Source: an optimization exercise on an open RTL-to-GDS flow (aim: small area, a short achievable clock period and few clock cycles). Production flows keep margins and buffers that such runs may drop.
In this exercise RTL edits were held to simulation tests only and were not proved equivalent to the original.
Power is estimated from default activity; no workload was simulated.

Setup of run A:
// rde_sieve
module rde_sieve (
    input  wire        clk,
    input  wire        rst,
    input  wire        ld_en,
    input  wire [5:0]  ld_idx,
    input  wire [15:0] ld_data,
    input  wire        set_en,
    input  wire [63:0] set_lsb,
    input  wire [2:0]  set_mod6,
    input  wire        go,
    input  wire [1:0]  go_mode,
    input  wire [7:0]  go_count,
    output reg         out_valid,
    output reg  [63:0] out_lsb,
    output reg         done,
    output wire [63:0] lsb
);
export LEC_CHECK = 0
export CAP_MARGIN = 50
export CORE_MARGIN = 2
export CORE_UTILIZATION = 30
export CTS_CLUSTER_DIAMETER = 80
export CTS_CLUSTER_SIZE = 24
export SLEW_MARGIN = 50
export SYNTH_HIERARCHICAL = 1
create_clock -name core_clock -period 25.0 [get_ports {clk}]
standard.sh (not shown) runs the stock make flow with config.mk's settings and CLKGATE_MAP_FILE= SYNTH_SCRIPT=/design/flow/synth_recipe.tcl, a recipe that flattens the netlist after the stock synthesis.
==> flow/flow/run.sh <==
#!/bin/bash
# Own layout flow: the standard ORFS flow (standard.sh) with
#  - the standard synthesis script (synth_recipe.tcl), except that ABC maps the
#    lane group modules (rde_sieve_grp*) with flow/area.abc, an area-oriented
#    script; the top module keeps ORFS's script, and the registers are unchanged,
#  - timing repair aiming at a setup slack margin (the achieved period shrinks),
#  - ABC's buffers removed before placement, more antenna repair iterations,
#  - gate sizing not restricted to cells of the same footprint,
#  - ports buffered with buf_2 (every port still gets its buffer).
# The ORFS tools write their full logs under orfs/logs; this script's own
# output goes to run.log.
exec > run.log 2>&1
set -x
HERE=$(pwd)
cat > my_synth.tcl <<EOT
proc abc {args} {
  set i [lsearch -exact \$args -script]
  set ga \$args
  if {\$i >= 0} { lset ga [expr {\$i + 1}] $HERE/flow/area.abc }
  yosys select rde_sieve_grp*
  yosys abc {*}\$ga
  yosys select -clear
  yosys select rde_sieve
  yosys abc {*}\$args
  yosys select -clear
}
source $HERE/synth_recipe.tcl
EOT
sed -e "s|SYNTH_SCRIPT=[^ ]*synth_recipe.tcl|SYNTH_SCRIPT=$HERE/my_synth.tcl|" \
    -e 's|"\${@:-finish}"|MATCH_CELL_FOOTPRINT=0 "\${@:-finish}"|' standard.sh > my_standard.sh
grep -c my_synth.tcl my_standard.sh
export SETUP_SLACK_MARGIN=18.55
export BUFFER_PORTS_ARGS="-buffer_cell sky130_fd_sc_hd__buf_2"
export REMOVE_ABC_BUFFERS=1
export MAX_REPAIR_ANTENNAS_ITER_DRT=20
export MAX_REPAIR_ANTENNAS_ITER_GRT=10
bash my_standard.sh finish
==> flow/flow/area.abc <==
&get -n
&st
&dc2
&syn2
&dch -f
&nf -R 1000 -a
&put
Run A finished every stage and its layout cleared the timing, design-rule and antenna checks.
Testbench counts of run A, summed over its fixed seeds: cycles 2,213.
The following lists how run B was set up differently from run A:
Settings: CTS_CLUSTER_DIAMETER: 80 -> 90; CTS_CLUSTER_SIZE: 24 -> 28.
--- a/flow/flow/run.sh
+++ b/flow/flow/run.sh
@@ -31,3 +31,3 @@
 grep -c my_synth.tcl my_standard.sh
-export SETUP_SLACK_MARGIN=18.55
+export SETUP_SLACK_MARGIN=18.7
 export BUFFER_PORTS_ARGS="-buffer_cell sky130_fd_sc_hd__buf_2"
## What came out
- Compared with run A, run B shows a clock-buffer cell count that is about 16% lower.
- Run B reached the end of the flow, and the finished layout is clean on the timing, design-rule and antenna checks.
- Against run A, run B reports a flip-flop and latch area that is higher.
- Setup slack after layout, run A and run B: smaller value in run A
- Final cell count without fillers for run B: 62 up relative to run A
Input changes introduced in run C (baseline for comparison: run B):
Settings: CTS_CLUSTER_SIZE now 24, was 28; CORE_UTILIZATION now 38, was 30; CTS_CLUSTER_DIAMETER now 80, was 90.
--- a/flow/flow/run.sh
+++ b/flow/flow/run.sh
@@ -31,3 +31,3 @@
 grep -c my_synth.tcl my_standard.sh
-export SETUP_SLACK_MARGIN=18.7
+export SETUP_SLACK_MARGIN=18.6
 export BUFFER_PORTS_ARGS="-buffer_cell sky130_fd_sc_hd__buf_2"
Findings:
- Taking run B over run C, the die area ratio works out to 1.3.
- Going from run B to run C, the fraction of area in multi-input gates was found to have gone up by 1.6 points.
- Taking run B as the reference point, the sum of routed wire segments on met1 of run C falls by 38 mm.
- Compared with run B, run C shows a non-clock buffer count that is 107 lower.
- Lower worst hold path depth goes to run C over run B.
Edits applied to the flow inputs when going from run C to run D:
Settings: a change of CORE_UTILIZATION from 38 to 30.
--- a/flow/flow/run.sh
+++ b/flow/flow/run.sh
@@ -6,5 +6,3 @@
 #  - timing repair aiming at a setup slack margin (the achieved period shrinks),
-#  - ABC's buffers removed before placement, more antenna repair iterations,
-#  - gate sizing not restricted to cells of the same footprint,
-#  - ports buffered with buf_2 (every port still gets its buffer).
+#  - ABC's buffers removed before placement, more antenna repair iterations.
 # The ORFS tools write their full logs under orfs/logs; this script's own
@@ -28,7 +26,5 @@
 EOT
-sed -e "s|SYNTH_SCRIPT=[^ ]*synth_recipe.tcl|SYNTH_SCRIPT=$HERE/my_synth.tcl|" \
-    -e 's|"\${@:-finish}"|MATCH_CELL_FOOTPRINT=0 "\${@:-finish}"|' standard.sh > my_standard.sh
+sed "s|SYNTH_SCRIPT=[^ ]*synth_recipe.tcl|SYNTH_SCRIPT=$HERE/my_synth.tcl|" standard.sh > my_standard.sh
 grep -c my_synth.tcl my_standard.sh
-export SETUP_SLACK_MARGIN=18.6
-export BUFFER_PORTS_ARGS="-buffer_cell sky130_fd_sc_hd__buf_2"
+export SETUP_SLACK_MARGIN=18.5
 export REMOVE_ABC_BUFFERS=1
--- outcome ---
- Run D leaves less setup margin than run C.
- Changes observed in run D relative to run C: design area now sits higher; slack of the worst reg-to-reg path now sits higher; initial standard-cell utilization of the core now sits lower.

Starting RTL as in the previous note.
Settings: LEC_CHECK=0, CAP_MARGIN=20, CORE_MARGIN=2, CORE_UTILIZATION=33, CTS_CLUSTER_DIAMETER=80, CTS_CLUSTER_SIZE=24, SLEW_MARGIN=20, SYNTH_HIERARCHICAL=1; clock period 25.0 ns.
==> flow/flow/run.sh <==
#!/bin/bash
# Own layout flow: the standard ORFS flow (standard.sh) with
#  - the standard synthesis script (synth_recipe.tcl), except that ABC maps the
#    lane group modules (rde_sieve_grp*) with flow/area.abc, an area-oriented
#    script; the top module keeps ORFS's script, and the registers are unchanged,
#  - timing repair aiming at a setup slack margin (the achieved period shrinks),
#  - ABC's buffers removed before placement, more antenna repair iterations,
#  - gate sizing not restricted to cells of the same footprint,
#  - ports buffered with buf_2 (every port still gets its buffer).
# The ORFS tools write their full logs under orfs/logs; this script's own
# output goes to run.log.
exec > run.log 2>&1
set -x
HERE=$(pwd)
cat > my_synth.tcl <<EOT
proc abc {args} {
  set i [lsearch -exact \$args -script]
  set ga \$args
  if {\$i >= 0} { lset ga [expr {\$i + 1}] $HERE/flow/area.abc }
  yosys select rde_sieve_grp*
  yosys abc {*}\$ga
  yosys select -clear
  yosys select rde_sieve
  yosys abc {*}\$args
  yosys select -clear
}
source $HERE/synth_recipe.tcl
EOT
sed -e "s|SYNTH_SCRIPT=[^ ]*synth_recipe.tcl|SYNTH_SCRIPT=$HERE/my_synth.tcl|" \
    -e 's|"\${@:-finish}"|MATCH_CELL_FOOTPRINT=0 "\${@:-finish}"|' standard.sh > my_standard.sh
grep -c my_synth.tcl my_standard.sh
export SETUP_SLACK_MARGIN=18.6
export BUFFER_PORTS_ARGS="-buffer_cell sky130_fd_sc_hd__buf_2"
export REMOVE_ABC_BUFFERS=1
export MAX_REPAIR_ANTENNAS_ITER_DRT=20
export MAX_REPAIR_ANTENNAS_ITER_GRT=10
bash my_standard.sh finish
Scripts as last shown in full above: flow/flow/area.abc
The starting point finished clean.
Testbench counts at the start, summed over its fixed seeds: cycles 2,213.
Then changed:
--- a/flow/config.mk
+++ b/flow/config.mk
@@ -6,9 +6,9 @@
 export NUM_CORES = 8
 export LEC_CHECK = 0
-export CAP_MARGIN = 20
+export CAP_MARGIN = 40
 export CORE_MARGIN = 2
-export CORE_UTILIZATION = 33
+export CORE_UTILIZATION = 30
 export CTS_CLUSTER_DIAMETER = 80
 export CTS_CLUSTER_SIZE = 24
-export SLEW_MARGIN = 20
+export SLEW_MARGIN = 40
 export SYNTH_HIERARCHICAL = 1
Result:
- The changed run passed the timing, design-rule and antenna checks
- first-iteration DRC count is lower by about 2%
- routed wire length is higher by about 2%
- non-clock buffer count is higher by 20
- fmax barely changes
- worst hold slack degrades by 0.021 ns
- sequential share of layout area is lower by 0.38 points
- global-route usage is lower by 3.1 points
- combinational power is higher by about 3%
- flip-flop and latch count stays the same
Then changed:
--- a/flow/config.mk
+++ b/flow/config.mk
@@ -6,9 +6,9 @@
 export NUM_CORES = 8
 export LEC_CHECK = 0
-export CAP_MARGIN = 40
+export CAP_MARGIN = 25
 export CORE_MARGIN = 2
 export CORE_UTILIZATION = 30
 export CTS_CLUSTER_DIAMETER = 80
 export CTS_CLUSTER_SIZE = 24
-export SLEW_MARGIN = 40
+export SLEW_MARGIN = 25
 export SYNTH_HIERARCHICAL = 1
The new run completed with no timing, DRC or antenna violations.
Synthesized area is unchanged.
Clock skew went up by 0.0054 ns.
Worst setup slack stays flat.

== job 1612 ==
rde_sieve again, from the RTL that the note above started with.
Design rde_sieve, start of the top module:
module rde_sieve (
    input  wire        clk,
    input  wire        rst,
    input  wire        ld_en,
    input  wire [5:0]  ld_idx,
    input  wire [15:0] ld_data,
    input  wire        set_en,
    input  wire [63:0] set_lsb,
    input  wire [2:0]  set_mod6,
    input  wire        go,
    input  wire [1:0]  go_mode,
    input  wire [7:0]  go_count,
    output reg         out_valid,
    output reg  [63:0] out_lsb,
    output reg         done,
    output wire [63:0] lsb
);
clock: 25.0 ns
lec_check: 0
cap_margin: 20
core_margin: 2
core_utilization: 30
cts_cluster_diameter: 80
cts_cluster_size: 24
slew_margin: 20
synth_hierarchical: 1
Scripts as last shown in full above: flow/flow/run.sh, flow/flow/area.abc
Job 1612 did not stop at any stage, and its layout met the timing, design-rule and antenna checks.
Testbench counts of job 1612, summed over its fixed seeds: cycles 2,213.
For job 8079, these inputs were changed with respect to job 1612:
# job 1612
export LEC_CHECK = 0
export CAP_MARGIN = 20
export CORE_MARGIN = 2
export CORE_UTILIZATION = 30
export CTS_CLUSTER_DIAMETER = 80
export CTS_CLUSTER_SIZE = 24
export SLEW_MARGIN = 20
export SYNTH_HIERARCHICAL = 1
create_clock -name core_clock -period 25.0 [get_ports {clk}]
# job 8079
export LEC_CHECK = 0
export CAP_MARGIN = 50
export CORE_MARGIN = 2
export CORE_UTILIZATION = 30
export CTS_CLUSTER_DIAMETER = 80
export CTS_CLUSTER_SIZE = 24
export SLEW_MARGIN = 50
export SYNTH_HIERARCHICAL = 1
create_clock -name core_clock -period 25.0 [get_ports {clk}]
--- a/flow/flow/run.sh
+++ b/flow/flow/run.sh
@@ -6,6 +6,5 @@
 #  - timing repair aiming at a setup slack margin (the achieved period shrinks),
 #  - ABC's buffers removed before placement, more antenna repair iterations,
-#  - gate sizing not restricted to cells of the same footprint,
-#  - ports buffered with buf_2 (every port still gets its buffer).
+#  - gate sizing not restricted to cells of the same footprint.
 # The ORFS tools write their full logs under orfs/logs; this script's own
 # output goes to run.log.
@@ -30,6 +29,5 @@
     -e 's|"\${@:-finish}"|MATCH_CELL_FOOTPRINT=0 "\${@:-finish}"|' standard.sh > my_standard.sh
 grep -c my_synth.tcl my_standard.sh
-export SETUP_SLACK_MARGIN=18.6
-export BUFFER_PORTS_ARGS="-buffer_cell sky130_fd_sc_hd__buf_2"
+export SETUP_SLACK_MARGIN=18.5
 export REMOVE_ABC_BUFFERS=1
 export MAX_REPAIR_ANTENNAS_ITER_DRT=20
## What came out
Required time at the endpoint of the critical path is higher on job 8079
Job 8079 gives less global-route usage than job 1612 did.
Going from job 1612 to job 8079, worst relative slew slack went up by 31 points, multi-input combinational area share shrank by 0.36 points.
The final worst-path cycle share in job 8079 sits 0.32 points above the value recorded for job 1612.
Lower proportion of power drawn by the clock network among job 8079 and job 1612: job 8079
Compared with job 1612, in job 8079 maximum frequency decreased about 1.2%, clock-buffer cell count increased about 3.8%, sequential share of cell area decreased 0.61 points, clock network area share decreased 0.28 points, number of antenna cells inserted decreased 12.
Here is what was changed in the inputs of job 6986 compared with job 8079.
# job 8079
export LEC_CHECK = 0
export CAP_MARGIN = 50
export CORE_MARGIN = 2
export CORE_UTILIZATION = 30
export CTS_CLUSTER_DIAMETER = 80
export CTS_CLUSTER_SIZE = 24
export SLEW_MARGIN = 50
export SYNTH_HIERARCHICAL = 1
create_clock -name core_clock -period 25.0 [get_ports {clk}]
# job 6986
export LEC_CHECK = 0
export CAP_MARGIN = 50
export CORE_MARGIN = 2
export CORE_UTILIZATION = 33
export CTS_CLUSTER_DIAMETER = 80
export CTS_CLUSTER_SIZE = 24
export SLEW_MARGIN = 50
export SYNTH_HIERARCHICAL = 1
create_clock -name core_clock -period 25.0 [get_ports {clk}]
--- a/flow/flow/run.sh
+++ b/flow/flow/run.sh
@@ -6,5 +6,6 @@
 #  - timing repair aiming at a setup slack margin (the achieved period shrinks),
 #  - ABC's buffers removed before placement, more antenna repair iterations,
-#  - gate sizing not restricted to cells of the same footprint.
+#  - gate sizing not restricted to cells of the same footprint,
+#  - ports buffered with buf_2 (every port still gets its buffer).
 # The ORFS tools write their full logs under orfs/logs; this script's own
 # output goes to run.log.
@@ -29,5 +30,6 @@
     -e 's|"\${@:-finish}"|MATCH_CELL_FOOTPRINT=0 "\${@:-finish}"|' standard.sh > my_standard.sh
 grep -c my_synth.tcl my_standard.sh
-export SETUP_SLACK_MARGIN=18.5
+export SETUP_SLACK_MARGIN=18.6
+export BUFFER_PORTS_ARGS="-buffer_cell sky130_fd_sc_hd__buf_2"
 export REMOVE_ABC_BUFFERS=1
 export MAX_REPAIR_ANTENNAS_ITER_DRT=20
### Flow results
Job 6986 vs job 8079 — overall power climbed by a few percent
Sort job 8079 and job 6986 by final-layout fill cell count asc -> top: job 6986
No stage failed in job 6986, and the final checks on the layout all came back clean.
On final worst slack, job 6986 does better than job 8079.
Wire length (job 6986 / job 8079): 1.07
Job 6986 vs job 8079, share of the cycle needed by the critical path after routing went down by 0.30 points.
Initial antenna violation count in job 6986 vs job 8079: up 16
Job 6986 vs job 8079: cell count after placement down by a few percent

==> port drivers added, routing unchanged <==
The flow's constraints put no driver on any port. The routed layouts listed below were extracted and timed again, unchanged, in two steps. Step 1: set_driving_cell puts a clkbuf_16 on clk and a buf_2 on each other input, an assumption about the parent block. Step 2, shift: input delay + t, output delay - t, t = (earliest + latest rising clock arrival at the registers) / 2. This alone moves slack from input paths to output paths. a / b / c = ideal / step 1 / step 2; a / b = the first two.
run	t, ns	setup slack, ns	hold WS [ns]	worst register clock-pin slew, ns	worst data-port slew with drivers (ns)
run A	0.850	18.582 / 18.476 / 17.997	0.488 / 0.488 / 0.488	0.10 / 0.10	0.10
run B	0.851	18.622 / 18.534 / 18.095	0.490 / 0.490 / 0.490	0.12 / 0.12	0.09
run C	0.877	18.598 / 18.493 / 17.918	0.490 / 0.490 / 0.490	0.10 / 0.10	0.21
run D	0.841	18.542 / 18.444 / 17.826	0.491 / 0.491 / 0.491	0.10 / 0.10	0.11
the first run of note 2	0.865	18.626 / 18.526 / 17.841	0.493 / 0.493 / 0.493	0.10 / 0.10	0.13
the second run of note 2	0.855	18.618 / 18.523 / 17.970	0.472 / 0.472 / 0.472	0.10 / 0.10	0.08
the third run of note 2	0.871	18.617 / 18.519 / 17.896	0.486 / 0.486 / 0.486	0.10 / 0.10	0.10
job 1612	0.840	18.633 / 18.541 / 17.975	0.486 / 0.486 / 0.486	0.10 / 0.10	0.09
job 8079	0.853	18.553 / 18.448 / 17.783	0.482 / 0.482 / 0.482	0.10 / 0.10	0.12
job 6986	0.838	18.627 / 18.538 / 17.863	0.486 / 0.486 / 0.486	0.10 / 0.10	0.11
After both steps every run listed still meets setup and hold. For the first run of note 2, which loses most, drivers alone change the setup slack by -0.100 ns; drivers and shift together by -0.785 ns.
